What follows belongs to an exercise in optimizing a design on an open flow for small area, a short achievable clock period and few clock cycles; a production flow would make more cautious choices.
Where RTL was checked, it was by simulation tests only, not by an equivalence proof against the original.
For runs 1 to 4, only the layout was checked, not whether the RTL still works.
Power is estimated from default activity; no workload was simulated.

--- flow/config.mk ---
export PLATFORM = sky130hd
export DESIGN_NAME = bk_unpack
export DESIGN_NICKNAME = bk_unpack
export VERILOG_FILES = /design/flow/design.v
export SDC_FILE = /design/flow/constraint.sdc
export NUM_CORES = 4
export LEC_CHECK = 0
export CAP_MARGIN = 20
export CORE_MARGIN = 2
export CORE_UTILIZATION = 40
export SETUP_SLACK_MARGIN = 2.0
export SLEW_MARGIN = 20
--- flow/constraint.sdc ---
create_clock -name core_clock -period 6.0 [get_ports {clk}]
set_input_delay 1.2000 -clock core_clock [delete_from_list [all_inputs] [get_ports {clk}]]
set_output_delay 1.2000 -clock core_clock [all_outputs]
set_load 0.01 [all_outputs]
--- flow/design.v ---
module bk_unpack (
    input  wire        clk,
    input  wire        rst,             
    input  wire        start,           
    input  wire [15:0] packed_size,
    input  wire [15:0] unpacked_size,
    input  wire [15:0] buf_len,
    output wire        idle,
    output reg         done,            
    output reg  [3:0]  status,
    output reg         mem_req,
    output reg         mem_we,
    output reg  [15:0] mem_addr,
    output wire [7:0]  mem_wdata,
    input  wire        mem_gnt,
    input  wire [7:0]  mem_rdata
);
    localparam [3:0] ST_OK        = 4'd0,
                     ST_CHECKSUM  = 4'd1,
                     ST_TRAILER   = 4'd3,
                     ST_BUFSMALL  = 4'd4,
                     ST_SIZE      = 4'd5,
                     ST_READBND   = 4'd6,
                     ST_WRITEBND  = 4'd7,
                     ST_REFBND    = 4'd8;
    localparam [2:0] S_IDLE = 3'd0,
                     S_TRL  = 3'd1,    
                     S_NORM = 3'd2,    
                     S_HDR  = 3'd3,    
                     S_H2   = 3'd4,    
                     S_LIT  = 3'd5,    
                     S_REF  = 3'd6,    
                     S_FIN  = 3'd7;    
    reg  [2:0]  st;
    reg  [15:0] rptr;      
    reg  [2:0]  pf_iss;    
    reg  [2:0]  nx_cnt;    
    reg  [31:0] nxt;
    reg  [31:0] chunk;
    reg  [31:0] crc;
    reg  [5:0]  pos;       
    reg         fresh;     
    reg         rrq;       
    reg         commit_d;  
    reg         f6_r;      
    reg         f7_r;      
    reg         hz_pre;    
    reg  [16:0] dst;       
    reg  [12:0] nmd;       
    reg  [1:0]  tw;        
    reg  [8:0]  cnt;       
    reg         x9;        
    reg  [11:0] off;
    reg         rfirst;
    reg  [7:0]  wd_q;      
    reg         wd_rd;     
    reg         rdv;       
    reg         rdk;       
    reg         op_pf;     
    assign idle = (st == S_IDLE);
    assign mem_wdata = wd_rd ? mem_rdata : wd_q;
    wire sfree    = ~mem_req | mem_gnt;
    wire acc      = mem_req & mem_gnt;
    wire pf_arr   = rdv & rdk;
    wire ref_rd   = mem_req & ~mem_we & ~op_pf;    
    wire ref_racc = ref_rd & mem_gnt;
    wire nx_valid = nx_cnt[2];
    wire rptr_ok  = |rptr[15:2];    
    wire [15:0] rptr_m1 = rptr - 16'd1;
    wire active   = (st != S_IDLE) && (st != S_FIN);
    wire pf_want  = active && !pf_iss[2] && ((pf_iss != 3'd0) || rptr_ok);
    wire exhausted = (pf_iss == 3'd0) && !rptr_ok;
    wire [43:0] w0  = {nxt[11:0], chunk};
    wire [27:0] w1s = pos[4] ? w0[43:16] : w0[27:0];
    wire [19:0] w2s = pos[3] ? w1s[27:8] : w1s[19:0];
    wire [15:0] w3s = pos[2] ? w2s[19:4] : w2s[15:0];
    wire [13:0] w4s = pos[1] ? w3s[15:2] : w3s[13:0];
    wire [12:0] w5s = pos[0] ? w4s[13:1] : w4s[12:0];
    wire [12:0] f   = pos[5] ? nxt[12:0] : w5s;
    wire [5:0] p1  = pos + 6'd1;
    wire [5:0] p5  = pos + 6'd5;
    wire [5:0] p8  = pos + 6'd8;
    wire [5:0] p10 = pos + 6'd10;
    wire [5:0] p11 = pos + 6'd11;
    wire [5:0] p12 = pos + 6'd12;
    wire [5:0] p13 = pos + 6'd13;
    wire x5  = pos > 6'd27;
    wire x8  = pos > 6'd24;
    wire x10 = pos > 6'd22;
    wire x11 = pos > 6'd21;
    wire x12 = pos > 6'd20;
    wire x13 = pos > 6'd19;
    reg  [5:0]  hp;        
    reg         hx;        
    reg  [1:0]  hkind;     
    reg  [8:0]  hcnt;
    reg  [11:0] hoff;
    always @* begin
        hoff = 12'd0;
        if (!f[0]) begin
            if (!f[1]) begin
                hp = p5;  hx = x5;  hkind = 2'd0; hcnt = {6'd0, f[2], f[3], f[4]};
            end else begin
                hp = p10; hx = x10; hkind = 2'd1; hcnt = 9'd1;
                hoff = {4'd0, f[2], f[3], f[4], f[5], f[6], f[7], f[8], f[9]};
            end
        end else begin
            case ({f[1], f[2]})
            2'b00: begin
                hp = p12; hx = x12; hkind = 2'd1; hcnt = 9'd2;
                hoff = {3'd0, f[3], f[4], f[5], f[6], f[7], f[8], f[9], f[10], f[11]};
            end
            2'b01: begin
                hp = p13; hx = x13; hkind = 2'd1; hcnt = 9'd3;
                hoff = {2'd0, f[3], f[4], f[5], f[6], f[7], f[8], f[9], f[10], f[11], f[12]};
            end
            2'b10: begin
                hp = p11; hx = x11; hkind = 2'd2;
                hcnt = {1'b0, f[3], f[4], f[5], f[6], f[7], f[8], f[9], f[10]};
            end
            default: begin
                hp = p11; hx = x11; hkind = 2'd0;
                hcnt = {1'b0, f[3], f[4], f[5], f[6], f[7], f[8], f[9], f[10]};
            end
            endcase
        end
    end
    wire [5:0]  npos = (st == S_HDR) ? hp : (st == S_H2) ? p12 : p8;
    wire        xing = (st == S_HDR) ? hx : (st == S_H2) ? x12 : x8;
    wire [5:0]  pos_n = {npos[5] & ~xing, npos[4:0]};
    wire        sel_ra = (st == S_REF) & ~ref_rd;
    wire [17:0] sum_x  = {dst, 1'b1} + (sel_ra ? {5'd0, off, 1'b0} : {1'b1, ~rptr, 1'b1});
    wire [16:0] sum    = sum_x[17:1];
    wire        hz_now = sum[16] | (sum[15:2] == 14'd0);
    wire        cok     = nx_valid & (fresh | ~hz_pre);    
    wire        hz_stall = nx_valid & ~fresh & hz_pre;
    wire        dec_st  = (st == S_HDR) | (st == S_H2) | (st == S_LIT);
    wire        hdr_end = (st == S_HDR) & dst[16];         
    wire        lit_slot = sfree & ~pf_want;
    wire        en_hdr  = (st == S_HDR) & ~dst[16];
    wire        en_h2   = (st == S_H2);
    wire        en_lit  = (st == S_LIT) & ~dst[16] & lit_slot;
    wire        go_hdr  = en_hdr & (~hx | cok);
    wire        go_h2   = en_h2 & (~x12 | cok);
    wire        go_lit  = en_lit & (~x8 | cok);
    wire        go      = go_hdr | go_h2 | go_lit;          
    wire        commit  = (en_hdr & hx & cok) | (en_h2 & x12 & cok) | (en_lit & x8 & cok);
    wire        need_rr = dec_st & ~hdr_end & xing & hz_stall & ~rrq;
    wire        nobits  = dec_st & ~hdr_end & xing & ~nx_valid & exhausted;
    wire        lit_f7  = (st == S_LIT) & dst[16] & (~x8 | nx_valid);
    wire [7:0]  lbyte = {f[0], f[1], f[2], f[3], f[4], f[5], f[6], f[7]};
    wire        bnd_bad = ~nmd[12] & (off >= nmd[11:0]);
    wire        lit_go  = go_lit;
    wire        ref_w   = (st == S_REF) && ref_racc;
    wire        wr_go   = lit_go | ref_w;
    always @(posedge clk) begin
        if (rst) begin
            st      <= S_IDLE;
            done    <= 1'b0;
            status  <= ST_OK;
            mem_req <= 1'b0;
            mem_we  <= 1'b0;
            rdv     <= 1'b0;
            rrq     <= 1'b0;
            commit_d <= 1'b0;
            f6_r    <= 1'b0;
            f7_r    <= 1'b0;
        end else begin
            done   <= 1'b0;
            rdv    <= acc & ~mem_we;
            rdk    <= op_pf;
            if (!sel_ra) hz_pre <= hz_now;
            rrq    <= need_rr;
            f6_r   <= nobits & ~f6_r & ~f7_r;
            f7_r   <= lit_f7 & ~f6_r & ~f7_r;
            commit_d <= commit;
            if (commit) chunk <= nxt;
            if (commit_d) begin
                crc    <= crc ^ chunk;
                nx_cnt <= 3'd0;
                pf_iss <= 3'd0;
                fresh  <= 1'b0;
            end
            if (rrq) begin
                rptr   <= rptr + 16'd4;
                pf_iss <= 3'd0;
                nx_cnt <= 3'd0;
                fresh  <= 1'b1;
            end
            if (acc) mem_req <= 1'b0;
            if (pf_arr) begin
                nxt    <= {mem_rdata, nxt[31:8]};
                nx_cnt <= nx_cnt + 3'd1;
            end
            if (mem_req && mem_we && wd_rd) begin
                wd_q  <= mem_rdata;
                wd_rd <= 1'b0;
            end
            if (sfree && pf_want && !ref_w) begin
                mem_req  <= 1'b1;
                mem_we   <= 1'b0;
                mem_addr <= rptr_m1;
                op_pf    <= 1'b1;
                rptr     <= rptr_m1;
                pf_iss   <= pf_iss + 3'd1;
            end
            if (wr_go) begin
                mem_req  <= 1'b1;
                mem_we   <= 1'b1;
                mem_addr <= dst[15:0];
                op_pf    <= 1'b0;
                wd_rd    <= ref_w;
                dst      <= dst - 17'd1;
                cnt      <= cnt - 9'd1;
                if (!nmd[12]) nmd <= nmd + 13'd1;
                if (cnt == 9'd0) begin
                    if (x9) begin
                        cnt <= 9'd7;
                        x9  <= 1'b0;
                    end else begin
                        st  <= S_HDR;
                    end
                end
            end
            case (st)
            S_IDLE: begin
                mem_req <= 1'b0;
                if (start) begin
                    if (packed_size < 16'd12) begin
                        status <= ST_TRAILER;
                        done   <= 1'b1;
                    end else if (packed_size > buf_len || unpacked_size > buf_len) begin
                        status <= ST_BUFSMALL;
                        done   <= 1'b1;
                    end else begin
                        rptr   <= packed_size;
                        pf_iss <= 3'd0;
                        nx_cnt <= 3'd0;
                        dst    <= {1'b0, unpacked_size};
                        crc    <= 32'd0;
                        tw     <= 2'd0;
                        fresh  <= 1'b0;
                        st     <= S_TRL;
                    end
                end
            end
            S_TRL: begin
                if (nx_valid) begin
                    nx_cnt <= 3'd0;
                    pf_iss <= 3'd0;
                    tw     <= tw + 2'd1;
                    if (tw == 2'd0) begin
                        if (nxt != {15'd0, dst}) begin
                            status  <= ST_SIZE;
                            done    <= 1'b1;
                            mem_req <= 1'b0;
                            st      <= S_IDLE;
                        end
                    end else begin
                        crc <= crc ^ nxt;
                        if (tw == 2'd2) begin
                            chunk <= nxt;
                            pos   <= 6'd0;
                            dst   <= dst - 17'd1;
                            nmd   <= 13'd1;
                            st    <= S_NORM;
                        end
                    end
                end
            end
            S_NORM: begin
                if (pos[5]) begin
                    st <= S_HDR;
                end else begin
                    chunk <= {chunk[30:0], 1'b0};
                    pos   <= p1;
                    if (chunk[31]) st <= S_HDR;
                end
            end
            S_HDR, S_H2, S_LIT: begin
                if (hdr_end) begin
                    st <= S_FIN;
                end else if (f6_r | f7_r) begin
                    status  <= f6_r ? ST_READBND : ST_WRITEBND;
                    done    <= 1'b1;
                    mem_req <= 1'b0;
                    st      <= S_IDLE;
                end
                if (go) begin
                    pos <= pos_n;
                    if (st == S_HDR) begin
                        cnt    <= hcnt;
                        x9     <= f[0] & f[1] & f[2];
                        off    <= hoff;
                        rfirst <= 1'b1;
                        st     <= (hkind == 2'd0) ? S_LIT : (hkind == 2'd1) ? S_REF : S_H2;
                    end else if (st == S_H2) begin
                        off <= {f[0], f[1], f[2], f[3], f[4], f[5], f[6], f[7], f[8], f[9], f[10], f[11]};
                        st  <= S_REF;
                    end else begin
                        wd_q <= lbyte;
                    end
                end
            end
            S_REF: begin
                if (rfirst && bnd_bad) begin
                    status  <= ST_REFBND;
                    done    <= 1'b1;
                    mem_req <= 1'b0;
                    st      <= S_IDLE;
                end else if (dst[16] && !ref_rd) begin
                    status  <= ST_WRITEBND;
                    done    <= 1'b1;
                    mem_req <= 1'b0;
                    st      <= S_IDLE;
                end else begin
                    rfirst <= 1'b0;
                    if (sfree && !pf_want && !ref_rd) begin
                        mem_req  <= 1'b1;
                        mem_we   <= 1'b0;
                        mem_addr <= sum[15:0];
                        op_pf    <= 1'b0;
                    end
                end
            end
            S_FIN: begin
                if (!(mem_req && mem_we && !mem_gnt)) begin
                    status  <= (crc != 32'd0) ? ST_CHECKSUM : ST_OK;
                    done    <= 1'b1;
                    mem_req <= 1'b0;
                    st      <= S_IDLE;
                end
            end
            default: st <= S_IDLE;
            endcase
        end
    end
endmodule
--- flow/run.sh ---
#!/bin/bash
# synth_recipe.tcl (not shown) runs the flow's synth.tcl, then flattens the netlist and writes it again
# the make line also repeats each setting of config.mk as NAME=value (left out here)
make -C /OpenROAD-flow-scripts/flow DESIGN_CONFIG=/design/flow/config.mk WORK_HOME=/design/flow/orfs CLKGATE_MAP_FILE= SYNTH_SCRIPT=/design/flow/synth_recipe.tcl finish
==> results of run 1 <==
cell usage after synthesis, drive strengths merged (7+ instances only):
cell type,instances
dfxtp,15
o21ai,113
nand2b,7
or3,18
nand4,18
nand2,163
clkbuf,75
o211ai,9
buf,34
nor2b,13
a211oi,31
mux2i,31
edfxtp,208
mux2,39
xor2,34
a31oi,43
or2,7
ha,88
mux4,31
inv,67
nor4,24
o31ai,12
o22ai,21
a21o,46
a21oi,94
o21a,12
xnor2,58
a22o,33
and2,15
nor2,211
nor3,34
o22a,8
nand3,41
a221oi,33
flip-flops by register name (all words and copies together) (netlist names), 2 cells and up:
register / flops
nx_cnt: 3
off: 12
status: 4
tw: 2
chunk: 32
pf_iss: 3
st: 3
mem_addr: 16
nxt: 32
cnt: 9
dst: 17
rptr: 16
wd_q: 8
nmd: 13
pos: 6
crc: 32
kinds of logic after synthesis:
| logic type | after synthesis |
|---|---|
| XOR/XNOR | 92 |
| AO/OA/AOI/OAI | 512 |
| AND/OR/NAND/NOR | 575 |
| buffers and inverters | 181 |
| multiplexers | 101 |
| flip-flops | 223 |
| adder cells (fa/ha/maj) | 90 |
final timing paths:
path	from	end	slack, ns	depth (start not counted)
setup / recovery	mem_rdata[0]	mem_wdata[0]	2.10	3
setup reg to reg	pos[1]$_DFFE_PP_	pos[5]$_DFFE_PP_	2.10	10
hold reg to reg	status[0]$_SDFFE_PP0P_	status[0]$_SDFFE_PP0P_	0.52	2
hold / removal	status[0]$_SDFFE_PP0P_	status[0]$_SDFFE_PP0P_	0.52	2
power by group:
part | switching (mW) | internal, mW | total [mW] | leakage (nW)
Sequential | 0.232 | 1.91 | 2.14 | 2.13
Clock | 0.715 | 0.878 | 1.59 | 0.397
Combinational | 0.797 | 0.636 | 1.43 | 4.73
Total | 1.74 | 3.42 | 5.16 | 7.26
per-layer routing:
layer / vias to the layer above / global-route usage (%)
met3: 100 / 3.59
met4: 0 / 7.29
met5: - / 0
li1: 6849 / -
met1: 7308 / 37.3
met2: 668 / 38.5
stage by stage:
step | hold WS, ns | worst slack (ns) | std cells | power [mW]
finish | 0.518 | 2.10 | 2403 | 5.16
global route | 0.539 | 1.97 | 2403 | 5.39
CTS | 0.518 | 1.92 | 2388 | 5.07
detailed placement | 0.506 | 1.03 | 2325 | 3.45
global placement | 0.499 | 1.19 | 2325 | 3.43
floorplan | 0.468 | 2.10 | 1774 | 2.97
what timing repair did:
action | in CTS | in global routing
buffers inserted | 12 | 13
pin swaps | 4 | 14
resized for setup | 16 | 69
cloned | 1 | 2
setup endpoints to repair | 122 | 100
area by class of cell:
cell class                      count  area (um2)  area share (%)
Inverter                           72         282            1.43
Multi-Input combinational cell   1370        9850            50.1
Clock inverter                     17         138           0.700
Sequential cell                   223        6560            33.4
Timing Repair Buffer              149        1460            7.44
Tap cell                          539         674            3.43
Clock buffer                       33         698            3.55
worst min-delay path: cells and delay by family (launching register included):
| kind | cells | cell delay [ns] |
|---|---|---|
| flip-flops | 1 | 0.33 |
| AND/OR/NAND/NOR | 1 | 0.07 |
| multiplexers | 1 | 0.06 |
==> flow_summary.ini, run 1 <==
[logic_synthesis]
synth_top_flop_cell = edfxtp_1
synth_compound_area_share_pct = 20.4
synthXorXnorAreaFrac_pct = 4.79
yosysSeqAreaShare_pct = 38.9
synthSimpleGateAreaFrac_pct = 15.8
syn-num-nets = 1924
yosys.area.top_type = edfxtp_1
ys_warn_count = 1
synth.top_cell.area_share_pct = 37.1
async_reset_ff_share_pct = 0
synth.distinct_cells = 88
synth_top_family_by_area = compound AO/OA/AOI/OAI gates
postSynthCellCount = 1774
synth_area_leaders = edfxtp_1 37%, ha_1 6.5%, nor2_1 4.7%, nand2_1 3.6%, mux4_2 3.5%
synth_edf_count = 208
syn_area_per_cell_um2 = 9.48
yosys.area_share.adder_pct = 6.79
syn-cell-area_um2 = 16800
synth-seq-cells = 223
synth.area.mux_share_pct = 8.72

[worst_setup_path]
endpoint_kind = output pin
slowest_delay_ns = 0.64
cp_data_arrival_time_ns = 2.70
critical_path.cell_chain = clkdlybuf4s50_1 > mux2_2 > clkdlybuf4s50_1
path_class = in2out
path_common_cell = clkdlybuf4s50_1
crit_required_ns = 4.80
critPathMaxFanout = 3
crit_slowest_cell = clkdlybuf4s50_1
critPathBufInv = 2
worstSetupStartpointType = primary input
crit_family = buffers and inverters

[die]
die_area_um2 = 43700
ioPinCount = 92
die_x_um = 209
core-area_um2 = 41800
die_h_um = 209
rows = 75
initial_core_util_pct = 40.3

[placement]
gp_congestion = 0.977
portBuffers = 91
dp_hpwl_mm = 40.1
place_area_um2 = 18200

[cells_and_area]
filler_cell_count = 3943
mostFrequentLayoutCells = 208 x edfxtp_1, 203 x nor2_1, 161 x nand2_1
drive_above_1_share_pct = 13.6
syn2layout_area_growth_pct = 16.9
final_common_cell = edfxtp_1
n_antenna_cell = 0
stdcell_area_um2 = 19700
post-route-util_pct = 47.1
nNetsFinal = 1993

[global_routing]
antenna_found_initial = 0
grt_pass1_wl_mm = 85.8
overflow = 0
grt_use_total_pct = 25.3
grt_max_degree = 103
grt_pass1_vias = 14000

[clocking]
clk_path_buf_depth = 3
cts_hold_buf = 0
cts-buffers-inserted = 27
cts.sinks = 223
cts_root_buffer = clkbuf_16
htreeDepth = 1
cts_tree = built
clk_pin_slew_ns = 0.06
worst_skew_pair.late_latency_ns = 0.57

[power]
power_density_nw_per_um2 = 263
ir_drop_mv = 0.207
power.leakage_nw = 7.26

[timing]
worst_slew_pin_slew_ns = 1.06
setup_viol_count_final = 0
slew_violations = 0
period_share_pct = 65.0
maxSlewHeadroom_pct = 29.3
period_needed_ns = 3.90
fin_tns_setup_ns = 0
rsz0062_at_grt = false
fmax_mhz = 256
hold_viol = 0
skew_ns = 0.0179

[drt]
wl_met3_mm = 4.65
dr_wl_met2_mm = 25.6
wirelength_mm = 56.9
via_per_inst = 6.21
wl_per_cell_um = 23.7
drcViolationCount = 0
drtIter0Drc = 1620
vias = 14900
drtAntennaViolNets = 0
wl_met1_mm = 25.1
dr.pass1.iters = 6
top_layer = met4

[flow_run]
maxCapViolations = 0

[worst_hold_path]
worstHoldPathType = reg2reg

[status]
status = complete, no violations
==> run 2, diff against run 1 <==
--- a/flow/design.v
+++ b/flow/design.v
@@ -147,2 +147,3 @@
     wire        commit  = (en_hdr & hx & cok) | (en_h2 & x12 & cok) | (en_lit & x8 & cok);
+    wire        trl_take = (st == S_TRL) & nx_valid & ~commit_d & (tw[1] ^ tw[0]);
     wire        need_rr = dec_st & ~hdr_end & xing & hz_stall & ~rrq;
@@ -175,4 +176,4 @@
             f7_r   <= lit_f7 & ~f6_r & ~f7_r;
-            commit_d <= commit;
-            if (commit) chunk <= nxt;
+            commit_d <= commit | trl_take;
+            if (commit | trl_take) chunk <= nxt;
             if (commit_d) begin
@@ -247,7 +248,7 @@
             S_TRL: begin
-                if (nx_valid) begin
-                    nx_cnt <= 3'd0;
-                    pf_iss <= 3'd0;
-                    tw     <= tw + 2'd1;
+                if (nx_valid && !commit_d) begin
+                    tw <= tw + 2'd1;
                     if (tw == 2'd0) begin
+                        nx_cnt <= 3'd0;
+                        pf_iss <= 3'd0;
                         if (nxt != {15'd0, dst}) begin
@@ -258,11 +259,7 @@
                         end
-                    end else begin
-                        crc <= crc ^ nxt;
-                        if (tw == 2'd2) begin
-                            chunk <= nxt;
-                            pos   <= 6'd0;
-                            dst   <= dst - 17'd1;
-                            nmd   <= 13'd1;
-                            st    <= S_NORM;
-                        end
+                    end else if (tw == 2'd2) begin
+                        pos   <= 6'd0;
+                        dst   <= dst - 17'd1;
+                        nmd   <= 13'd1;
+                        st    <= S_NORM;
                     end
--- a/flow/config.mk
+++ b/flow/config.mk
@@ -9,4 +9,4 @@
 export CORE_MARGIN = 2
-export CORE_UTILIZATION = 40
-export SETUP_SLACK_MARGIN = 2.0
+export CORE_UTILIZATION = 65
+export SETUP_SLACK_MARGIN = 2.5
 export SLEW_MARGIN = 20
==> flow_summary.ini, run 2 <==
[drt]
vias = 16800
drtIter0Drc = 3040
drcViolationCount = 0
via_per_inst = 7.32
dr.pass1.iters = 11
drtAntennaViolNets = 0
wirelength_mm = 62.4
wl_per_cell_um = 27.2

[placement]
place_area_um2 = 17700
gp_congestion = 0.990
pre_cts_ws_ns = 1.20
portBuffers = 91
dp_hpwl_mm = 37.1

[timing]
period_needed_ns = 3.91
skew_ns = 0.0146
fin_ws_ns = 2.09
worst_slew_pin_slew_ns = 1.13
setup_viol_count_final = 0
rsz0062_at_grt = true
hold_ws_ns = 0.488
maxSlewHeadroom_pct = 22.4
hold_viol = 0
period_share_pct = 65.2
slew_violations = 0
fmax_mhz = 256
fin_tns_setup_ns = 0

[clocking]
cts.sinks = 223
clk_path_buf_depth = 3
worst_skew_pair.late_latency_ns = 0.56
cts_tree = built
htreeDepth = 1
cts-buffers-inserted = 27
cts_root_buffer = clkbuf_16
clk_pin_slew_ns = 0.07

[cells_and_area]
syn2layout_area_growth_pct = 27.5
final_common_cell = edfxtp_1
stdcell_area_um2 = 21100
filler_cell_count = 1389
drive_above_1_share_pct = 22.1
nNetsFinal = 2090
mostFrequentLayoutCells = 208 x edfxtp_1, 158 x nor2_1, 155 x nand2_1
reg.largest.list = chunk x32, crc x32, nxt x32

[logic_synthesis]
synth.top_cell.area_share_pct = 37.7
synth-seq-cells = 223
synth_edf_count = 208
synth_most_common_cell = edfxtp_1
syn_area_per_cell_um2 = 9.33
synth.distinct_cells = 80
yosysSeqAreaShare_pct = 39.6
postSynthCellCount = 1773
synth_common_cells = 208 x edfxtp_1, 174 x nor2_1, 162 x nand2_1
synth_area_leaders = edfxtp_1 38%, ha_1 6.7%, nor2_1 3.9%, nand2_1 3.7%, a21oi_1 3.6%
syn-cell-area_um2 = 16600
async_reset_ff_share_pct = 0
syn-num-nets = 1923
synth_top_flop_cell = edfxtp_1
yosys.area.top_type = edfxtp_1
ys_warn_count = 1

[worst_setup_path]
crit_required_ns = 6.25
endpoint_kind = flop
cp_data_arrival_time_ns = 4.16
r2r_cells = 13
worstSetupStartpointType = flop
path_class = reg2reg
critPathMaxFanout = 8

[die]
die_area_um2 = 26800
initial_core_util_pct = 65.9
core-area_um2 = 25100
die_x_um = 164
rows = 58
die_h_um = 164
ioPinCount = 92

[worst_hold_path]
min_path_cells = 0
worstHoldPathType = reg2reg

[global_routing]
antenna_found_initial = 2
grt_max_degree = 156
grt_pass1_wl_mm = 86.9
grt_pass1_vias = 15000
overflow = 0
grt_use_total_pct = 42.5

[status]
status = complete, no violations

[flow_run]
maxCapViolations = 0

[power]
power.leakage_nw = 7.69
ir_drop_mv = 0.298
power_density_nw_per_um2 = 246
-- run 2: report_power, final --
group / leakage, nW / internal (mW) / switching (mW) / total (mW)
Clock: 0.472 / 1.09 / 0.722 / 1.81
Combinational: 5.08 / 0.622 / 0.677 / 1.30
Sequential: 2.14 / 1.88 / 0.206 / 2.08
Total: 7.69 / 3.59 / 1.60 / 5.19
-- run 2: final cells by class --
cell class	instances	area, um2	area share, %
Sequential cell	223	6560	31.1
Tap cell	330	413	1.96
Timing Repair inverter	3	22.5	0.107
Multi-Input combinational cell	1384	10600	50.1
Clock inverter	21	290	1.38
Clock buffer	28	679	3.22
Inverter	67	285	1.35
Timing Repair Buffer	234	2290	10.8
Antenna cell	1	2.50	0.0119
-- run 2: cell families (layout without fill, tap and decap cells) --
kind of cell             count (synthesis)  count (layout)  synth area share, %
AO/OA/AOI/OAI                          457             465                 18.3
buffers and inverters                  179             353                 4.48
multiplexers                            77              77                 5.93
AND/OR/NAND/NOR                        636             641                 18.9
flip-flops                             223             223                 39.6
adder cells (fa/ha/maj)                 90              90                 6.89
other                                    0               1                    0
XOR/XNOR                               111             111                 5.87
-- run 2: what timing repair did --
item / in CTS / in global routing
pin swaps: 74 / 90
setup endpoints to repair: 203 / 178
hold buffers: 0 / 0
gates resized for setup: 132 / 171
buffers inserted: 66 / 43
gates cloned: 13 / 8
-- run 2: metrics by stage --
step / util, % / total power [mW] / cells
2_1_floorplan: - / 2.72 / 1773
3_3_place_gp: 70.5 / 3.04 / 2111
3_5_place_dp: 70.5 / 3.07 / 2111
4_1_cts: 79.4 / 5.00 / 2239
5_1_grt: 84.0 / 5.33 / 2290
6_report: 84.0 / 5.19 / 2291
-- run 2: metal layers --
metal | vias up | global-route usage [%] | wire length (um)
met4 | 0 | 18.3 | 3900
met2 | 1542 | 62.8 | 26600
li1 | 7008 | - | -
met3 | 396 | 10.4 | 9480
met5 | - | 0 | 0
met1 | 7828 | 59.5 | 22400
-- run 2: worst paths after layout --
check	slack, ns	to	startpoint
setup / recovery	2.09	cnt[7]$_DFFE_PN_	pos[4]$_DFFE_PP_
hold / removal	0.49	nxt[9]$_DFFE_PP_	nxt[17]$_DFFE_PP_
setup reg to reg	2.09	cnt[7]$_DFFE_PN_	pos[4]$_DFFE_PP_
hold reg to reg	0.49	nxt[9]$_DFFE_PP_	nxt[17]$_DFFE_PP_
-- run 2: critical path, stage by stage, from the launching register on --
cell and delay [ns]:
edfxtp_1 0.42, buf_12 0.17, buf_4 0.14, mux2i_1 0.15
a222oi_1 0.55, and4_1 0.32, a2111oi_4 0.08, mux2i_2 0.20
o41ai_4 0.68, buf_4 0.26, o21ai_4 0.10, buf_6 0.16
nor2_4 0.21, o32ai_2 0.15
==> run 3, diff against run 2 <==
--- a/flow/config.mk
+++ b/flow/config.mk
@@ -10,3 +10,3 @@
 export CORE_UTILIZATION = 65
-export SETUP_SLACK_MARGIN = 2.5
+export SETUP_SLACK_MARGIN = 2.0
 export SLEW_MARGIN = 20
==> flow_summary.ini, run 3 <==
[status]
status = complete, no violations

[power]
p_int_mw = 3.15
switching_share_pct = 31.0
power_mw = 4.57
power_density_nw_per_um2 = 243
clockPowerShare_pct = 32.4
p_seq_share_pct = 45.4
power.leakage_nw = 6.69
p_comb_share_pct = 22.2
ir_drop_mv = 0.263
p_switching_mw = 1.41

[clocking]
cts-buffers-inserted = 25
htreeDepth = 1
cts.sinks = 223
clk_pin_slew_ns = 0.07
clk_path_buf_depth = 3
cts_root_buffer = clkbuf_16
worst_skew_pair.late_latency_ns = 0.56
cts_tree = built

[timing]
hold_ws_ns = 0.483
slew_violations = 0
fin_ws_ns = 2.11
period_share_pct = 64.8
fin_tns_setup_ns = 0
skew_ns = 0.0298
worst_slew_pin_slew_ns = 1.11
maxSlewHeadroom_pct = 25.2
fmax_mhz = 257
setup_viol_count_final = 0
hold_viol = 0
rsz0062_at_grt = true
period_needed_ns = 3.89

[cells_and_area]
mostFrequentLayoutCells = 208 x edfxtp_1, 166 x nor2_1, 162 x nand2_1
reg.largest.list = chunk x32, crc x32, nxt x32
stdcell_count = 2181
nNetsFinal = 1982
filler_cell_count = 1784
n_antenna_cell = 0
drive_above_1_share_pct = 8.86
stdcell_area_um2 = 18800
post-route-util_pct = 74.8
syn2layout_area_growth_pct = 13.5
final_common_cell = edfxtp_1

[placement]
pre_cts_ws_ns = 1.21
portBuffers = 91
dp_hpwl_mm = 37.0
dpl.cell_count = 2111
place_area_um2 = 17600
gp_congestion = 0.992

[die]
rows = 58
core-area_um2 = 25100
die_area_um2 = 26800
ioPinCount = 92
initial_core_util_pct = 65.9
die_h_um = 164
die_x_um = 164

[worst_setup_path]
critPathMaxFanout = 32
endpoint_kind = flop
crit_required_ns = 6.28
path_class = reg2reg
slowest_delay_ns = 0.56
critPathBufInv = 2
startpoint = pos[3]$_DFFE_PP_
cp_data_arrival_time_ns = 4.17
r2r-start = pos[3]$_DFFE_PP_
crit_slowest_cell = o41a_4
critical_path.cell_chain = buf_4 > or2_2 > o22ai_2 > nor2_1 > a2111oi_4 > mux2i_2 > o41ai_4 > buf_4 > o41a_4 > o21a_1 > o31a_1
crit_family = compound AO/OA/AOI/OAI gates
path_common_cell = buf_4
worstSetupStartpointType = flop

[global_routing]
grt_use_total_pct = 39.0
overflow = 0
grt_pass1_vias = 14000
grt_max_degree = 156
grt_pass1_wl_mm = 80.3
antenna_found_initial = 1

[logic_synthesis]
synth_most_common_cell = edfxtp_1
postSynthCellCount = 1773
syn-cell-area_um2 = 16600
synth_edf_count = 208
synth_area_leaders = edfxtp_1 38%, ha_1 6.7%, nor2_1 3.9%, nand2_1 3.7%, a21oi_1 3.6%
yosysSeqAreaShare_pct = 39.6
syn-num-nets = 1923
synth.top_cell.area_share_pct = 37.7
synth-seq-cells = 223
synth_common_cells = 208 x edfxtp_1, 174 x nor2_1, 162 x nand2_1
syn_area_per_cell_um2 = 9.33
synth.distinct_cells = 80
synth_top_flop_cell = edfxtp_1
ys_warn_count = 1
yosys.area.top_type = edfxtp_1
async_reset_ff_share_pct = 0

[drt]
wl_met3_mm = 6.81
wl_met1_mm = 21.2
vias = 15100
via_per_inst = 6.91
dr_wl_met2_mm = 23.0
dr.pass1.iters = 8
wirelength_mm = 53.0
top_layer = met5
drtAntennaViolNets = 0
drtIter0Drc = 2274
drcViolationCount = 0
wl_per_cell_um = 24.3

[worst_hold_path]
min_from = nxt[19]$_DFFE_PP_
worstHoldPathType = reg2reg

[flow_run]
maxCapViolations = 0
==> run 3: path summary, 6_finish.rpt <==
path	to	slack (ns)	cells after the start
max reg2reg	chunk[26]$_DFFE_PN_	2.11	11
max	chunk[26]$_DFFE_PN_	2.11	11
min	nxt[11]$_DFFE_PP_	0.48	0
min reg2reg	nxt[11]$_DFFE_PP_	0.48	0
==> run 3: kinds of logic (layout without fill, tap and decap cells) <==
kind of cell / count (synthesis) / after routing / share of synthesized area, %
buf+inv: 179 / 255 / 4.48
mux: 77 / 77 / 5.93
fa+ha+maj: 90 / 90 / 6.89
compound gates: 457 / 459 / 18.3
simple gates: 636 / 636 / 18.9
xor+xnor: 111 / 111 / 5.87
flops: 223 / 223 / 39.6
==> run 3: per-layer routing <==
metal | track usage (%) | vias to the layer above
met1 | 57.6 | 7175
met3 | 7.52 | 165
met5 | 0 | -
met2 | 57.4 | 981
li1 | - | 6758
met4 | 13.5 | 2
==> run 3: power by group through the flow <==
stage	clock [mW]	combinational (mW)	sequential, mW
final	1.48	1.01	2.07
after global routing	1.52	1.12	2.08
after CTS	1.48	0.983	2.06
after detailed placement	0	0.972	2.09
after global placement	0	0.941	2.09
after floorplan	0	0.716	2.00
==> run 3: final cells by class <==
class | instances | area [um2] | area share [%]
clock buffers | 35 | 663 | 3.53
clock inverters | 11 | 92.6 | 0.493
inverters | 67 | 265 | 1.41
multi-input cells | 1373 | 9440 | 50.3
flip-flops and latches | 223 | 6560 | 34.9
well taps | 330 | 413 | 2.20
repair buffers | 142 | 1350 | 7.20
==> run 3: what timing repair did <==
item                                    CTS  global route
gates resized for setup                  18            22
hold buffers                              0             0
setup buffers                             7            15
cloned                                    1             1
endpoints found under the setup margin  119            98
pin swaps                                 1             3
==> run 4, diff against run 3 <==
--- a/flow/design.v
+++ b/flow/design.v
@@ -25,2 +25,3 @@
                      ST_REFBND    = 4'd8;
+    localparam [5:0] PF_AT = 6'd8;
     localparam [2:0] S_IDLE = 3'd0,
@@ -138,3 +139,5 @@
     wire        hdr_end = (st == S_HDR) & dst[16];         
-    wire        lit_slot = sfree & ~pf_want;
+    wire        pf_urgent = ~((st == S_HDR) | (st == S_H2) | (st == S_LIT) | (st == S_REF)) | (pos >= PF_AT);
+    wire        pf_first  = pf_want & pf_urgent;
+    wire        lit_slot = sfree & ~pf_first;
     wire        en_hdr  = (st == S_HDR) & ~dst[16];
@@ -156,2 +159,3 @@
     wire        wr_go   = lit_go | ref_w;
+    wire        ref_r   = (st == S_REF) & sfree & ~pf_first & ~ref_rd & ~(rfirst & bnd_bad) & ~dst[16];
     always @(posedge clk) begin
@@ -199,3 +203,3 @@
             end
-            if (sfree && pf_want && !ref_w) begin
+            if (sfree && pf_want && !ref_w && (pf_urgent || !(lit_go || ref_r))) begin
                 mem_req  <= 1'b1;
@@ -314,3 +318,3 @@
                     rfirst <= 1'b0;
-                    if (sfree && !pf_want && !ref_rd) begin
+                    if (ref_r) begin
                         mem_req  <= 1'b1;
--- a/flow/config.mk
+++ b/flow/config.mk
@@ -9,4 +9,4 @@
 export CORE_MARGIN = 2
-export CORE_UTILIZATION = 65
-export SETUP_SLACK_MARGIN = 2.0
+export CORE_UTILIZATION = 75
+export SETUP_SLACK_MARGIN = 2.2
 export SLEW_MARGIN = 20
==> flow_summary.ini, run 4 <==
[die]
ioPinCount = 92
die_x_um = 155
die_h_um = 155
rows = 55
core-area_um2 = 22500
initial_core_util_pct = 76.0
die_area_um2 = 24000

[flow_run]
maxCapViolations = 0

[placement]
portBuffers = 91
gp_congestion = 1.01
dp_hpwl_mm = 38.0
place_area_um2 = 18200
dpl.cell_count = 2170

[clocking]
cts_hold_buf = 0
cts.sinks = 223
htreeDepth = 1
cts-buffers-inserted = 26
cts_root_buffer = clkbuf_16
cts_tree = built
clk_pin_slew_ns = 0.06
worst_skew_pair.late_latency_ns = 0.57
clk_path_buf_depth = 3

[logic_synthesis]
synth_edf_count = 208
synth_area_leaders = edfxtp_1 37%, ha_1 6.6%, nor2_1 5.2%, nand2_1 4.2%, xor2_1 3.6%
syn-num-nets = 2027
synth_compound_area_share_pct = 15.9
ys_warn_count = 1
synthXorXnorAreaFrac_pct = 6.14
syn_area_per_cell_um2 = 9.13
async_reset_ff_share_pct = 0
synth_most_common_cell = nor2_1
yosys.area_share.adder_pct = 6.82
synth-seq-cells = 223
synth.top_cell.area_share_pct = 36.5
synth_common_cells = 239 x nor2_1, 208 x edfxtp_1, 193 x nand2_1
synth.area.mux_share_pct = 7.42
postSynthCellCount = 1875
synth_top_flop_cell = edfxtp_1
yosys.area.top_type = edfxtp_1
yosysSeqAreaShare_pct = 38.3
synth.distinct_cells = 89
syn-cell-area_um2 = 17100
synthSimpleGateAreaFrac_pct = 21.2
synth_top_family_by_area = simple AND/OR/NAND/NOR gates

[cells_and_area]
stdcell_area_um2 = 20300
final_common_cell = nor2_1
mostFrequentLayoutCells = 233 x nor2_1, 208 x edfxtp_1, 188 x nand2_1
multi_input_area_um2 = 10300
syn2layout_area_growth_pct = 18.4
ff_latch_area_um2 = 6550
filler_cell_count = 973
stdcell_count = 2294
nNetsFinal = 2139
reg.largest.list = chunk x32, crc x32, nxt x32
drive_above_1_share_pct = 15.4

[power]
power_density_nw_per_um2 = 256
power.leakage_nw = 7.57
power_mw = 5.19
ir_drop_mv = 0.213

[drt]
wirelength_mm = 62.7
vias = 17800
drcViolationCount = 0
via_per_inst = 7.74
dr.pass1.iters = 13
drtIter0Drc = 3603
drtAntennaViolNets = 0
wl_per_cell_um = 27.3

[worst_setup_path]
startpoint = op_pf$_DFFE_PN_
crit_required_ns = 6.38
crit_slowest_cell = or3b_4
crit_family = simple AND/OR/NAND/NOR gates
r2r_cells = 16
critPathMaxFanout = 8
critPathBufInv = 2
slowest_delay_ns = 0.44
cp_data_arrival_time_ns = 4.43
critical_path.cell_chain = or3b_4 > and2_4 > buf_4 > nor2_1 > a21o_1 > inv_1 > fa_2 > nor2b_1 > o21a_1 > a21o_1 > nand2_2 > xnor2_2 > nor4b_2 > nand4_1 > and4b_1 > a41o_1
r2r-start = op_pf$_DFFE_PN_
endpoint_kind = flop
cp.depth = 16
path_common_cell = a21o_1
path_class = reg2reg
worstSetupStartpointType = flop

[status]
status = complete, no violations

[timing]
maxSlewHeadroom_pct = 26.5
hold_viol = 0
period_needed_ns = 4.05
slew_violations = 0
worst_slew_pin_slew_ns = 1.09
fin_tns_setup_ns = 0
hold_ws_ns = 0.507
period_share_pct = 67.6
rsz0062_at_grt = true
fmax_mhz = 247
skew_ns = 0.0235
setup_viol_count_final = 0

[worst_hold_path]
min_path_cells = 1
min_from = status[3]$_SDFFE_PP0P_
worstHoldPathType = reg2reg

[global_routing]
grt_pass1_wl_mm = 87.5
grt_use_total_pct = 46.5
grt_max_degree = 155
antenna_found_initial = 6
overflow = 0
grt_pass1_vias = 16000
[run 4: cell count changes after synthesis, moves of 16 or more]
| cell | change |
|---|---|
| nor2_1 | +65 |
| a21oi_1 | -29 |
| nor4_1 | +60 |
| mux2_2 | +17 |
| o31a_1 | -31 |
| nor3b_1 | -31 |
| nand2_1 | +31 |
| o31ai_1 | +29 |
| a21o_1 | +17 |
| o21a_1 | -26 |
| nand3_1 | -16 |
[run 4: power breakdown]
group / internal, mW / switching, mW
combinational: 0.624 / 0.810
sequential: 1.87 / 0.221
clock: 0.969 / 0.695
[run 4: cell families (layout without fill, tap and decap cells)]
kind of cell / count (synthesis) / after routing
simple gates: 753 / 756
compound gates: 407 / 408
flops: 223 / 223
buf+inv: 181 / 309
xor+xnor: 120 / 120
mux: 99 / 99
fa+ha+maj: 92 / 92
other cells: 0 / 2
[run 4: path summary, 6_finish.rpt]
check	endpoint	slack [ns]
worst max-delay path	hz_pre$_DFFE_PP_	1.95
worst max register to register	hz_pre$_DFFE_PP_	1.95
worst min-delay path	status[3]$_SDFFE_PP0P_	0.51
worst min register to register	status[3]$_SDFFE_PP0P_	0.51
[run 4: per-layer routing]
layer  up-vias  share of wire, %  wire (um)  GRT usage [%]
met4         4               7.4       4660           20.1
li1       7220                 -          -              -
met2      1935                42      26300           71.0
met5         -             0.021         13              0
met1      8050                32      20300           61.9
met3       548                18      11400           14.2
[run 4: cell type report]
| type | count | share of cell area (%) |
|---|---|---|
| Antenna cell | 2 | 0.0247 |
| Clock buffer | 29 | 3.27 |
| Clock inverter | 19 | 1.04 |
| Inverter | 71 | 1.44 |
| Multi-Input combinational cell | 1475 | 51.0 |
| Sequential cell | 223 | 32.3 |
| Tap cell | 285 | 1.76 |
| Timing Repair Buffer | 189 | 9.16 |
| Timing Repair inverter | 1 | 0.0309 |
[run 4: per-stage QoR]
| stage | utilization (%) | setup slack [ns] |
|---|---|---|
| 2_1_floorplan | - | 1.80 |
| 3_3_place_gp | 80.9 | 1.19 |
| 3_5_place_dp | 80.9 | 0.981 |
| 4_1_cts | 86.5 | 2.20 |
| 5_1_grt | 90.0 | 1.96 |
| 6_report | 90.1 | 1.95 |
[run 4: repair_timing]
item | CTS | global route
setup endpoints to repair | 150 | 163
setup buffers | 21 | 42
gates cloned | 3 | 8
gates resized for setup | 42 | 84
pin swaps | 13 | 36
==> run 5, diff against run 4 <==
--- a/flow/design.v
+++ b/flow/design.v
@@ -69,3 +69,3 @@
     wire rptr_ok  = |rptr[15:2];    
-    wire [15:0] rptr_m1 = rptr - 16'd1;
+    wire [15:0] pf_addr = rptr + {14'h3fff, ~pf_iss[1:0]};    
     wire active   = (st != S_IDLE) && (st != S_FIN);
@@ -134,3 +134,3 @@
     wire [16:0] sum    = sum_x[17:1];
-    wire        hz_now = sum[16] | (sum[15:2] == 14'd0);
+    wire        hz_now = sum[16];
     wire        cok     = nx_valid & (fresh | ~hz_pre);    
@@ -184,2 +184,3 @@
                 crc    <= crc ^ chunk;
+                rptr   <= {rptr[15:2] - 14'd1, rptr[1:0]};
                 nx_cnt <= 3'd0;
@@ -189,3 +190,2 @@
             if (rrq) begin
-                rptr   <= rptr + 16'd4;
                 pf_iss <= 3'd0;
@@ -206,5 +206,4 @@
                 mem_we   <= 1'b0;
-                mem_addr <= rptr_m1;
+                mem_addr <= pf_addr;
                 op_pf    <= 1'b1;
-                rptr     <= rptr_m1;
                 pf_iss   <= pf_iss + 3'd1;
@@ -257,2 +256,3 @@
                         pf_iss <= 3'd0;
+                        rptr   <= {rptr[15:2] - 14'd1, rptr[1:0]};
                         if (nxt != {15'd0, dst}) begin
--- a/flow/config.mk
+++ b/flow/config.mk
@@ -9,4 +9,4 @@
 export CORE_MARGIN = 2
-export CORE_UTILIZATION = 75
-export SETUP_SLACK_MARGIN = 2.2
+export CORE_UTILIZATION = 65
+export SETUP_SLACK_MARGIN = 2.0
 export SLEW_MARGIN = 20
==> flow_summary.ini, run 5 <==
[status]
status = complete, no violations

[power]
p_int_mw = 3.32
p_switching_mw = 1.33
clockPowerShare_pct = 37.4
power_density_nw_per_um2 = 247
p_seq_share_pct = 43.2
switching_share_pct = 28.7
power.leakage_nw = 7.01
ir_drop_mv = 0.237
p_comb_share_pct = 19.4

[die]
die_area_um2 = 26200
die_h_um = 162
initial_core_util_pct = 66.4
rows = 57
die_x_um = 162
core-area_um2 = 24400
ioPinCount = 92

[logic_synthesis]
ys_warn_count = 1
synthXorXnorAreaFrac_pct = 6.49
yosysSeqAreaShare_pct = 40.4
syn-cell-area_um2 = 16200
yosys.area.top_type = edfxtp_1
synth_top_family_by_area = simple AND/OR/NAND/NOR gates
synth.area.mux_share_pct = 8.47
syn-num-nets = 1891
yosys.area_share.adder_pct = 7.33
synth_common_cells = 215 x nand2_1, 208 x edfxtp_1, 191 x nor2_1
synth_edf_count = 208
synth_compound_area_share_pct = 15.3
async_reset_ff_share_pct = 0
synth_most_common_cell = nand2_1
synth_area_leaders = edfxtp_1 39%, ha_1 7.0%, nand2_1 5.0%, nor2_1 4.4%, mux2i_1 4.0%
postSynthCellCount = 1738
synth.distinct_cells = 76
synth.top_cell.area_share_pct = 38.6
syn_area_per_cell_um2 = 9.31
synth_top_flop_cell = edfxtp_1
synthSimpleGateAreaFrac_pct = 18.0
synth-seq-cells = 223

[timing]
hold_viol = 0
fin_ws_ns = 2.07
period_needed_ns = 3.93
maxSlewHeadroom_pct = 29.4
fin_tns_setup_ns = 0
setup_viol_count_final = 0
hold_ws_ns = 0.488
worst_slew_pin_slew_ns = 1.06
period_share_pct = 65.6
rsz0062_at_grt = true
fmax_mhz = 254
skew_ns = 0.0246
slew_violations = 0

[cells_and_area]
syn2layout_area_growth_pct = 16.2
mostFrequentLayoutCells = 214 x nand2_1, 208 x edfxtp_1, 186 x nor2_1
nNetsFinal = 1972
drive_above_1_share_pct = 10.1
final_common_cell = nand2_1
reg.largest.list = chunk x32, crc x32, nxt x32

[drt]
wirelength_mm = 50.7
vias = 14700
drtIter0Drc = 2108
via_per_inst = 6.78
dr.pass1.iters = 6
drtAntennaViolNets = 0
wl_per_cell_um = 23.4
drcViolationCount = 0

[worst_setup_path]
r2r-start = pos[3]$_DFFE_PP_
critPathMaxFanout = 7
crit_required_ns = 6.28
worstSetupStartpointType = primary input
r2r_end = chunk[2]$_DFFE_PN_
regToRegSetupSlack_ns = 2.12
cp_data_arrival_time_ns = 4.21
endpoint_kind = flop
path_class = in2reg
r2r_cells = 13

[global_routing]
grt_use_total_pct = 37.2
grt_max_degree = 157
grt_pass1_wl_mm = 76.4
grt_pass1_vias = 13600
overflow = 0
antenna_found_initial = 0

[clocking]
worst_skew_pair.late_latency_ns = 0.54
cts-buffers-inserted = 26
cts_tree = built
cts_hold_buf = 0
cts.sinks = 223
clk_pin_slew_ns = 0.06
clk_path_buf_depth = 3
htreeDepth = 1
cts_root_buffer = clkbuf_16

[placement]
gp_congestion = 0.976
dp_hpwl_mm = 35.4
portBuffers = 91
pre_cts_ws_ns = 1.14

[worst_hold_path]
min_from = nxt[31]$_DFFE_PP_
worstHoldEndpoint = nxt[23]$_DFFE_PP_
min_path_cells = 0
worstHoldPathType = reg2reg

[flow_run]
maxCapViolations = 0
==> run 5: cell count changes in the layout (fill, tap and decap cells not counted), sizes merged, moves of 26 or more <==
cell,change
nor4,-61
nor2,-51
buf,-45
o31ai,-28
mux2i,+27
or3,-26
==> run 5: routing by layer <==
metal	GRT usage [%]	wire length, um	share of wire [%]
met1	54.3	20500	40
met2	56.0	22100	44
met3	6.66	6240	12
met4	13.6	1830	3.6
met5	0	0	0
==> run 5: how the worst max path moves through the flow <==
stage	depth (start not counted)	start	to	slack, ns
2_1_floorplan	5	rst	pos[1]$_DFFE_PP_	1.79
3_3_place_gp	13	packed_size[2]	rptr[2]$_DFFE_PN_	1.33
3_5_place_dp	18	st[1]$_SDFF_PP0_	mem_addr[15]$_DFFE_PN_	1.14
4_1_cts	13	packed_size[2]	rptr[2]$_DFFE_PN_	1.96
5_1_grt	18	st[1]$_SDFF_PP0_	mem_addr[15]$_DFFE_PN_	1.94
6_report	13	buf_len[2]	rptr[2]$_DFFE_PN_	2.07
==> run 5: cells by family (layout without fill, tap and decap cells) <==
logic type	after synthesis	count (layout)
compound gates	400	400
xor+xnor	120	120
fa+ha+maj	93	93
buf+inv	155	255
flops	223	223
mux	113	113
other cells	0	1
simple gates	634	635
==> run 5: repair_timing <==
action / 4_1_cts / 5_1_grt
endpoints found under the setup margin: 87 / 92
cloned: 1 / 3
gates resized for setup: 23 / 27
setup buffers: 8 / 15
pin swaps: 1 / 7
hold endpoints to repair: 0 / 0
==> run 5: metrics by stage <==
stage                     area, um2  utilization (%)  power (mW)  std cells
after global routing          18800             77.1        4.79       2163
after CTS                     18500             75.9        4.60       2145
final                         18800             77.1        4.65       2164
after global placement        17400             71.3        2.84       2088
after floorplan               16200                -        2.56       1738
after detailed placement      17400             71.3        2.86       2088
==> run 5: power groups by stage <==
stage          combinational (mW)  clock, mW  sequential, mW
2_1_floorplan               0.597          0            1.96
3_3_place_gp                0.812          0            2.03
3_5_place_dp                0.831          0            2.03
4_1_cts                     0.855       1.75            2.00
5_1_grt                     0.983       1.80            2.01
6_report                    0.903       1.74            2.01
==> run 5: worst max-delay path: stages <==
cell             delay, ns
clkdlybuf4s50_1       0.45
inv_1                 0.06
ha_1                  0.28
a211oi_1              0.25
o221ai_1              0.16
nand4_1               0.13
a311oi_2              0.10
nor3_1                0.32
o221a_2               0.30
and3_4                0.30
nand2b_2              0.26
nor2_1                0.08
a221o_1               0.31
==> run 5: area by class of cell <==
class	count	area [um2]
sequential	223	6550
antenna	1	2.50
clock buffer	32	746
multi-input combinational	1361	9190
fill	1663	5590
clock inverter	16	205
inverter	63	249
timing repair buffer	144	1450
tap	324	405
Testbench counts of run 5, summed over its fixed seeds: cycles 117,870.
==> run 6, diff against run 5 <==
==> flow/flow/run.sh (new file) <==
#!/bin/bash
# Layout: the standard ORFS flow (standard.sh, unchanged synthesis and
# steps), with the port buffers that global placement inserts made
# sky130_fd_sc_hd__buf_1 cells instead of the default pick. Every input and
# output port still gets its own buffer. make's output goes to
# standard_flow.log; each ORFS step keeps its own log under orfs/logs/.
set -euo pipefail
export BUFFER_PORTS_ARGS="-buffer_cell sky130_fd_sc_hd__buf_1"
bash ./standard.sh > standard_flow.log 2>&1
==> flow/standard.sh (new file) <==
#!/bin/bash
# synth_recipe.tcl (not shown) runs the flow's synth.tcl, then flattens the netlist and writes it again
# the make line also repeats each setting of config.mk as NAME=value (left out here)
make -C /OpenROAD-flow-scripts/flow DESIGN_CONFIG=/design/flow/config.mk WORK_HOME=/design/flow/orfs CLKGATE_MAP_FILE= SYNTH_SCRIPT=/design/flow/synth_recipe.tcl "${@:-finish}"
--- a/flow/config.mk
+++ b/flow/config.mk
@@ -10,3 +10,3 @@
 export CORE_UTILIZATION = 65
-export SETUP_SLACK_MARGIN = 2.0
+export SETUP_SLACK_MARGIN = 2.4
 export SLEW_MARGIN = 20
removed: flow/run.sh
==> flow_summary.ini, run 6 <==
[power]
power.leakage_nw = 6.92
clockPowerShare_pct = 33.4
power_mw = 4.36
power_density_nw_per_um2 = 232
ir_drop_mv = 0.252
switching_share_pct = 30.0
p_switching_mw = 1.31
p_seq_share_pct = 46.4
p_comb_share_pct = 20.2
p_int_mw = 3.05

[logic_synthesis]
yosysSeqAreaShare_pct = 40.4
syn-num-nets = 1891
synth.top_cell.area_share_pct = 38.6
synth_most_common_cell = nand2_1
syn_area_per_cell_um2 = 9.31
syn-cell-area_um2 = 16200
synth_area_leaders = edfxtp_1 39%, ha_1 7.0%, nand2_1 5.0%, nor2_1 4.4%, mux2i_1 4.0%
yosys.area.top_type = edfxtp_1
synth.distinct_cells = 76
synth_top_flop_cell = edfxtp_1
synth_common_cells = 215 x nand2_1, 208 x edfxtp_1, 191 x nor2_1
synth_edf_count = 208
async_reset_ff_share_pct = 0
synth-seq-cells = 223
ys_warn_count = 1
postSynthCellCount = 1738

[worst_setup_path]
slowest_delay_ns = 0.40
r2r_cells = 16
cp_data_arrival_time_ns = 3.96
critical_path.cell_chain = buf_4 > clkbuf_16 > mux4_2 > a22oi_2 > o311ai_2 > buf_4 > nor3_2 > buf_4 > o21ai_1 > a31oi_4 > o21ai_4 > a311oi_4 > buf_6 > buf_12 > mux2i_2 > o21ai_1
path_common_cell = buf_4
crit_family = compound AO/OA/AOI/OAI gates
crit_required_ns = 6.25
path_class = reg2reg
r2r_end = chunk[16]$_DFFE_PN_
worstSetupStartpointType = flop
regToRegSetupSlack_ns = 2.30
endpoint_kind = flop
critPathBufInv = 6
r2r-start = pos[3]$_DFFE_PP_
startpoint = pos[3]$_DFFE_PP_
crit_slowest_cell = edfxtp_1
critPathMaxFanout = 11

[die]
rows = 57
die_area_um2 = 26200
die_h_um = 162
initial_core_util_pct = 66.4
die_x_um = 162
core-area_um2 = 24400
ioPinCount = 92

[timing]
slew_violations = 0
period_share_pct = 61.7
skew_ns = 0.0135
rsz0062_at_grt = true
fin_tns_setup_ns = 0
period_needed_ns = 3.70
maxSlewHeadroom_pct = 18.2
fmax_mhz = 270
worst_slew_pin_slew_ns = 1.21
setup_viol_count_final = 0
hold_viol = 0

[global_routing]
overflow = 0
grt_use_total_pct = 38.0
grt_pass1_wl_mm = 77.5
grt_max_degree = 70
antenna_found_initial = 0
grt_pass1_vias = 13500

[worst_hold_path]
worstHoldEndpoint = nxt[15]$_DFFE_PP_
worstHoldPathType = reg2reg
min_from = nxt[23]$_DFFE_PP_
min_path_cells = 0

[drt]
wl_per_cell_um = 23.7
drtAntennaViolNets = 0
drtIter0Drc = 2212
via_per_inst = 6.80
vias = 15000
wirelength_mm = 52.2
drcViolationCount = 0
dr.pass1.iters = 8

[clocking]
htreeDepth = 1
clk_path_buf_depth = 3
clk_pin_slew_ns = 0.06
cts_tree = built
cts_hold_buf = 0
cts.sinks = 223
worst_skew_pair.late_latency_ns = 0.54
cts-buffers-inserted = 25
cts_root_buffer = clkbuf_16

[cells_and_area]
drive_above_1_share_pct = 13.7
reg.largest.list = chunk x32, crc x32, nxt x32
syn2layout_area_growth_pct = 15.8
post-route-util_pct = 76.8
nNetsFinal = 2012
final_common_cell = nand2_1
stdcell_area_um2 = 18700
mostFrequentLayoutCells = 214 x nand2_1, 208 x edfxtp_1, 183 x nor2_1

[placement]
place_area_um2 = 16800
gp_congestion = 0.982
portBuffers = 91
dp_hpwl_mm = 35.5

[status]
status = complete, no violations

[flow_run]
maxCapViolations = 0
## run 6: repair_timing
action / CTS / global route
setup endpoints to repair: 159 / 99
buffers inserted: 19 / 36
gates cloned: 5 / 8
gates resized for setup: 55 / 67
pin swaps: 17 / 31
## run 6: area by class of cell
| type | count | area, um2 |
|---|---|---|
| fillers | 1681 | 5650 |
| clock inverters | 10 | 81.3 |
| multi-input cells | 1364 | 9480 |
| inverters | 63 | 250 |
| clock buffers | 35 | 673 |
| diodes | 1 | 2.50 |
| well taps | 324 | 405 |
| flip-flops and latches | 223 | 6550 |
| repair buffers | 182 | 1290 |
## run 6: layer usage
metal,vias to the layer above,GRT usage [%],routed length (um)
met3,172,8.35,6820
met5,-,0,0
met4,0,12.6,1930
met1,7095,54.8,20600
li1,6651,-,-
met2,1060,57.4,22900
## run 6: worst max path at each step
| stage | to | slack, ns | cells past startpoint |
|---|---|---|---|
| final | chunk[16]$_DFFE_PN_ | 2.30 | 16 |
| after global routing | chunk[28]$_DFFE_PN_ | 2.24 | 16 |
| after CTS | mem_addr[15]$_DFFE_PN_ | 2.31 | 18 |
| after detailed placement | mem_addr[15]$_DFFE_PN_ | 1.35 | 18 |
| after global placement | mem_addr[15]$_DFFE_PN_ | 1.54 | 18 |
| after floorplan | pos[1]$_DFFE_PP_ | 1.80 | 5 |
## run 6: cell families (layout without fill, tap and decap cells)
group | Yosys count | after routing | synth area share [%]
adder cells (fa/ha/maj) | 93 | 93 | 7.33
XOR/XNOR | 120 | 120 | 6.49
AO/OA/AOI/OAI | 400 | 401 | 15.3
flip-flops | 223 | 223 | 40.4
multiplexers | 113 | 113 | 8.47
buffers and inverters | 155 | 290 | 3.95
other | 0 | 1 | 0
AND/OR/NAND/NOR | 634 | 637 | 18.0
## run 6: power by group through the flow
stage | Combinational, mW | Sequential (mW) | Clock (mW)
after CTS | 0.805 | 2.00 | 1.45
after detailed placement | 0.776 | 2.04 | 0
after global routing | 0.962 | 2.03 | 1.51
after global placement | 0.760 | 2.03 | 0
after floorplan | 0.601 | 1.96 | 0
final | 0.881 | 2.02 | 1.45
## run 6: stage by stage
step,std cells,hold slack [ns],worst slack [ns]
finish,2202,0.491,2.30
global route,2201,0.502,2.24
CTS,2157,0.478,2.31
detailed placement,2088,0.467,1.35
global placement,2088,0.464,1.54
floorplan,1738,0.450,1.80
==> run 7, diff against run 6 <==
--- a/flow/config.mk
+++ b/flow/config.mk
@@ -10,3 +10,3 @@
 export CORE_UTILIZATION = 65
-export SETUP_SLACK_MARGIN = 2.4
+export SETUP_SLACK_MARGIN = 2.0
 export SLEW_MARGIN = 20
==> flow_summary.ini, run 7 <==
[power]
clockPowerShare_pct = 34.1
switching_share_pct = 29.8
p_switching_mw = 1.28
power_mw = 4.28
p_seq_share_pct = 47.0
power_density_nw_per_um2 = 241
p_int_mw = 3.00
power.leakage_nw = 6.52
p_comb_share_pct = 18.9
ir_drop_mv = 0.217

[timing]
skew_ns = 0.0177
period_share_pct = 64.7
fmax_mhz = 258
setup_viol_count_final = 0
slew_violations = 0
hold_viol = 0
worst_slew_pin_slew_ns = 1.03
fin_tns_setup_ns = 0
rsz0062_at_grt = true
period_needed_ns = 3.88
maxSlewHeadroom_pct = 31.1

[drt]
dr_wl_met2_mm = 21.1
wl_met3_mm = 5.42
wl_met1_mm = 20.3
wirelength_mm = 48.8
dr.pass1.iters = 7
drcViolationCount = 0
via_per_inst = 6.68
drtAntennaViolNets = 0
drtIter0Drc = 2005
wl_per_cell_um = 22.7
vias = 14300
top_layer = met4

[worst_setup_path]
crit_required_ns = 6.26
critical_path.cell_chain = nor3b_2 > or2_4 > inv_2 > a21boi_1 > inv_1 > fa_1 > nor2b_1 > o21a_1 > o21ai_0 > a211oi_2 > nor2_1 > a211oi_2 > a41oi_1 > a21oi_1 > xnor2_1 > a21oi_1
crit_slowest_cell = edfxtp_1
critPathMaxFanout = 13
r2r_cells = 16
worstSetupStartpointType = flop
critPathBufInv = 2
cp_data_arrival_time_ns = 4.14
path_class = reg2reg
regToRegSetupSlack_ns = 2.12
r2r_end = mem_addr[15]$_DFFE_PN_
crit_family = compound AO/OA/AOI/OAI gates
r2r-start = op_pf$_DFFE_PN_
endpoint_kind = flop
slowest_delay_ns = 0.45

[die]
initial_core_util_pct = 66.4
die_x_um = 162
ioPinCount = 92
rows = 57
die_h_um = 162
die_area_um2 = 26200
core-area_um2 = 24400

[placement]
dp_hpwl_mm = 34.8
dpl.cell_count = 2085
portBuffers = 91
gp_congestion = 0.979

[logic_synthesis]
synth_top_flop_cell = edfxtp_1
syn-num-nets = 1891
yosys.area.top_type = edfxtp_1
synth-seq-cells = 223
yosysSeqAreaShare_pct = 40.4
async_reset_ff_share_pct = 0
synth_area_leaders = edfxtp_1 39%, ha_1 7.0%, nand2_1 5.0%, nor2_1 4.4%, mux2i_1 4.0%
synth_most_common_cell = nand2_1
syn_area_per_cell_um2 = 9.31
synth.distinct_cells = 76
postSynthCellCount = 1738
synth_common_cells = 215 x nand2_1, 208 x edfxtp_1, 191 x nor2_1
synth.top_cell.area_share_pct = 38.6
ys_warn_count = 1
synth_edf_count = 208
syn-cell-area_um2 = 16200

[clocking]
cts-buffers-inserted = 26
clk_path_buf_depth = 3
clk_pin_slew_ns = 0.07
cts_root_buffer = clkbuf_16
htreeDepth = 1
cts_tree = built
cts.sinks = 223
worst_skew_pair.late_latency_ns = 0.55

[flow_run]
maxCapViolations = 0

[cells_and_area]
syn2layout_area_growth_pct = 9.84
drive_above_1_share_pct = 8.23
mostFrequentLayoutCells = 214 x nand2_1, 208 x edfxtp_1, 186 x nor2_1
n_antenna_cell = 0
stdcell_count = 2147
final_common_cell = nand2_1
filler_cell_count = 1857
post-route-util_pct = 72.9
multi_input_area_um2 = 9130
reg.largest.list = chunk x32, crc x32, nxt x32
nNetsFinal = 1958
ff_latch_area_um2 = 6550

[global_routing]
overflow = 0
grt_max_degree = 70
grt_use_total_pct = 36.3
antenna_found_initial = 1
grt_pass1_vias = 13200
grt_pass1_wl_mm = 74.5

[worst_hold_path]
worstHoldPathType = reg2reg
min_path_cells = 0
worstHoldEndpoint = nxt[15]$_DFFE_PP_
min_from = nxt[23]$_DFFE_PP_

[status]
status = complete, no violations
==> run 7: cell counts after synthesis <==
No cell type changed its count.
==> run 7: what timing repair did <==
action | CTS | global route
resized for setup | 16 | 23
cloned | 0 | 2
hold buffers | 0 | 0
pin swaps | 2 | 1
setup endpoints to repair | 76 | 121
buffers inserted | 6 | 8
==> run 7: power groups by stage <==
stage | Combinational, mW | Clock, mW | Sequential (mW)
detailed placement | 0.771 | 0 | 2.04
global placement | 0.759 | 0 | 2.03
finish | 0.809 | 1.46 | 2.01
CTS | 0.782 | 1.45 | 2.00
floorplan | 0.597 | 0 | 1.96
global route | 0.892 | 1.51 | 2.02
==> run 7: how the worst max path moves through the flow <==
| stage | start | to | slack (ns) | cells after the start |
|---|---|---|---|---|
| 2_1_floorplan | rst | pos[1]$_DFFE_PP_ | 1.79 | 5 |
| 3_3_place_gp | st[1]$_SDFF_PP0_ | mem_addr[15]$_DFFE_PN_ | 1.43 | 18 |
| 3_5_place_dp | st[1]$_SDFF_PP0_ | mem_addr[15]$_DFFE_PN_ | 1.22 | 18 |
| 4_1_cts | st[1]$_SDFF_PP0_ | mem_addr[15]$_DFFE_PN_ | 1.91 | 18 |
| 5_1_grt | st[2]$_SDFF_PP0_ | mem_addr[15]$_DFFE_PN_ | 1.89 | 18 |
| 6_report | op_pf$_DFFE_PN_ | mem_addr[15]$_DFFE_PN_ | 2.12 | 16 |
==> run 7: kinds of logic (layout without fill, tap and decap cells) <==
family | Yosys count | after routing | synth area share [%]
muxes | 113 | 113 | 8.47
AOI/OAI and AO/OA | 400 | 400 | 15.3
xor gates and xnor gates | 120 | 120 | 6.49
and+or+nand+nor | 634 | 635 | 18.0
adders and majority gates | 93 | 93 | 7.33
buffers and inverters | 155 | 239 | 3.95
DFF | 223 | 223 | 40.4
==> run 7: metal layers <==
metal / track usage, % / vias to the layer above
met1: 53.7 / 6781
li1: - / 6524
met4: 14.0 / 0
met5: 0 / -
met2: 54.2 / 900
met3: 5.64 / 135
==> run 7: per-stage QoR <==
step	setup WS (ns)	cell area (um2)	hold slack [ns]
after floorplan	1.79	16200	0.450
after global placement	1.43	16800	0.466
after detailed placement	1.22	16800	0.469
after CTS	1.91	17600	0.483
after global routing	1.89	17800	0.505
final	2.12	17800	0.497
==> run 7: layout make-up <==
type	instances	share of cell area, %
Clock buffer	34	3.95
Clock inverter	12	0.331
Inverter	63	1.37
Multi-Input combinational cell	1361	51.3
Sequential cell	223	36.9
Tap cell	324	2.28
Timing Repair Buffer	130	3.86

-- re-timing with driven ports --
Ports are ideal in the flow. The routed layouts listed here were re-timed in OpenROAD.
Step 1: set_driving_cell puts a clkbuf_16 on clk and a buf_2 on each other input, an assumption about the parent block.
Step 2 moves the port delays by t, midway between the first and last clock arrival at a register: inputs arrive t later, outputs are due t later. That takes back most of the time a late clock gives input paths.
Three values: no drivers, after step 1, after step 2; two values: the first two.
run	shift t [ns]	setup WS [ns]	clock arrival spread, ns	worst slew at a driven data input, ns	pins driven straight from the clock port
run 1	0.619	2.097 / 2.074 / 1.538	0.018 / 0.019	0.06	1
run 2	0.607	2.091 / 2.091 / 1.710	0.015 / 0.014	0.04	1
run 3	0.598	2.112 / 2.112 / 1.621	0.030 / 0.030	0.05	1
run 4	0.605	1.947 / 1.947 / 1.742	0.024 / 0.023	0.05	1
run 5	0.583	2.065 / 2.064 / 1.482	0.025 / 0.025	0.05	1
run 6	0.583	2.296 / 2.296 / 1.968	0.014 / 0.013	0.04	1
run 7	0.589	2.117 / 2.117 / 1.649	0.018 / 0.018	0.04	1
After both steps setup and hold are still met in every run listed. For run 5, which loses most, drivers alone change the setup slack by -0.001 ns; drivers and shift together by -0.583 ns.
